Context: an optimization exercise on an open-source flow, tuned for small area, a short achievable clock period and few clock cycles per item. The choices shown serve that exercise and are no tape-out recipe.
The RTL was checked by simulation tests, not by an equivalence proof against the original design.
Power is estimated from default activity; no workload was simulated.

red:
// bls_alu
module bls_alu #(
    parameter integer N = 32
) (
    input  wire           clk,
    input  wire           rst,       
    input  wire           start,     
    input  wire [2*N+6:0] iw,        
    output wire           ready,
    output reg            done,
    output reg  [N-1:0]   res,
    output wire [4:0]     flags,     
    output reg  [1:0]     evt,       
    output wire [7:0]     fault,     
    output wire [7:0]     finfo
);
For scale: ~2,600 cells after synthesis, roughly 120 flip-flops, about 130 I/O pins, roughly 17,000 µm² of cells after synthesis.
Settings: LEC_CHECK=0, ABC_AREA=1, CAP_MARGIN=20, CORE_MARGIN=2, CORE_UTILIZATION=40, PLACE_DENSITY=0.75, SETUP_SLACK_MARGIN=4.25, SLEW_MARGIN=20; clock period 10.0 ns.
standard.sh (not shown) runs the stock make flow with config.mk's settings and CLKGATE_MAP_FILE= SYNTH_SCRIPT=/design/flow/synth_recipe.tcl, a recipe that flattens the netlist after the stock synthesis.
==> flow/flow/run.sh <==
#!/bin/bash
# The standard layout (the standard.sh, standard synthesis included), with
# plain buf_2 cells as the input and output port buffers instead of the
# clock-delay buffers that buffer_ports picks on its own.
set -euo pipefail
cd "$(dirname "${BASH_SOURCE[0]}")/.."
export BUFFER_PORTS_ARGS="-buffer_cell sky130_fd_sc_hd__buf_2"
bash standard.sh > standard_flow.log 2>&1
Testbench counts of red, summed over its fixed seeds: cycles 3,901, instrs 1,600.
Input-level comparison between blue and red:
--- a/flow/config.mk
+++ b/flow/config.mk
@@ -13 +13 @@
-export SETUP_SLACK_MARGIN = 4.25
+export SETUP_SLACK_MARGIN = 4.5
==> run summary <==
The flow completed for blue, but it is not clean: the layout still shows capacitance limit, slew limit. red reports its capture point of the worst path as res[11] while blue reports res[12]. Worst endpoint required time: blue vs red down 0.05 ns. In the flow results for red and blue, the first-pass detailed-route iteration total is larger on blue. Summary — combinational power share, blue relative to red: higher, by 2.8 points. Compare red and blue | post-route core utilization lower: red. ~same worst-case hold slack in red and blue. Layout-stage area growth over the synthesis result for blue: 7.1 points up relative to red. Via count (blue over red): increase, about 4%. Against red, blue reports a finished layout cell area that is higher.
What green does differently from blue at the input level:
--- a/flow/config.mk
+++ b/flow/config.mk
@@ -13 +13 @@
-export SETUP_SLACK_MARGIN = 4.5
+export SETUP_SLACK_MARGIN = 4.0
==> run summary <==
Ran to the end and failed final checks on capacitance limit, slew limit: blue. green has completed all stages; timing, DRC and antenna checks passed. Total power went down by a few percent going from blue to green. | clock group share of total power | green vs blue | 2.1 points higher |. Via count: green lower than blue. green — final count of pins violating max slew 13 lower, blue as reference. green vs blue: number of max-cap violations down in green. green vs blue, fraction of the cycle the final worst path needs went up by 3.0 points. Relative to blue, the internal cell power measured on green has decreased by a few percent. Looking at blue and green, the area used by sequential logic in the layout is a wash.
The following lists how orange was set up differently from green:
--- a/flow/config.mk
+++ b/flow/config.mk
@@ -12 +12 @@
-export PLACE_DENSITY = 0.75
+export PLACE_DENSITY = 0.85
Notes after the runs:
Re maximum clock insertion buffer count: no difference whatsoever between green and orange.
Post-route non-filler standard cell count: orange vs green, no meaningful difference
Summary of orange over green: worst-skew pair later-pin latency barely changed; area growth from synthesis to layout dropped 0.16 points.
orange: first-pass GRT wire length 1100 µm above green
Clock share of power, green and orange: larger value in orange
In terms of cell area, green and orange differ only marginally.
Re critical path's largest stage delay: green was lower than orange.
Relative to orange, the following input files were edited for purple:
--- a/flow/config.mk
+++ b/flow/config.mk
@@ -12,2 +12,2 @@
-export PLACE_DENSITY = 0.85
-export SETUP_SLACK_MARGIN = 4.0
+export PLACE_DENSITY = 0.75
+export SETUP_SLACK_MARGIN = 3.5
Findings:
purple ended with less fraction of layout instances using a drive strength above 1 than orange. The final layout from purple, which completed every stage, passed the timing, design-rule and antenna checks at the end of the flow. As far as die area goes, orange and purple are indistinguishable; the numbers are identical. orange → purple: clock period minus worst slack higher, final standard cell area without fillers dropped 150 µm², area taken by flip-flops and latches now sits at about the same level, instance count of the mapped netlist about even. orange -> purple: placed instance count flat.

-- port drivers added, routing unchanged --
The flow's constraints put no driver on any port. The routed layouts listed below were extracted and timed again, unchanged, in two steps.
Step 1 sets driving cells, clkbuf_16 on the clock port and buf_2 on the other inputs (assumed; they add their load-dependent delay and slew).
Step 2 times the ports against the registers' clock, not the clock port: input delays grow and output delays shrink by t, the midpoint of the rising clock arrivals with the driver on.
a / b / c = ideal / step 1 / step 2; a / b = the first two.
run	shift t [ns]	slack for setup (ns)	latest minus earliest clock arrival (ns)
red	0.485	4.359 / 4.359 / 3.991	0.017 / 0.016
blue	0.483	4.455 / 4.455 / 4.055	0.016 / 0.017
green	0.484	4.151 / 4.151 / 3.806	0.015 / 0.015
orange	0.493	4.280 / 4.280 / 3.833	0.013 / 0.014
purple	0.480	3.881 / 3.881 / 3.438	0.014 / 0.015
For orange, which loses most, drivers alone change the setup slack by 0.000 ns; drivers and shift together by -0.447 ns.
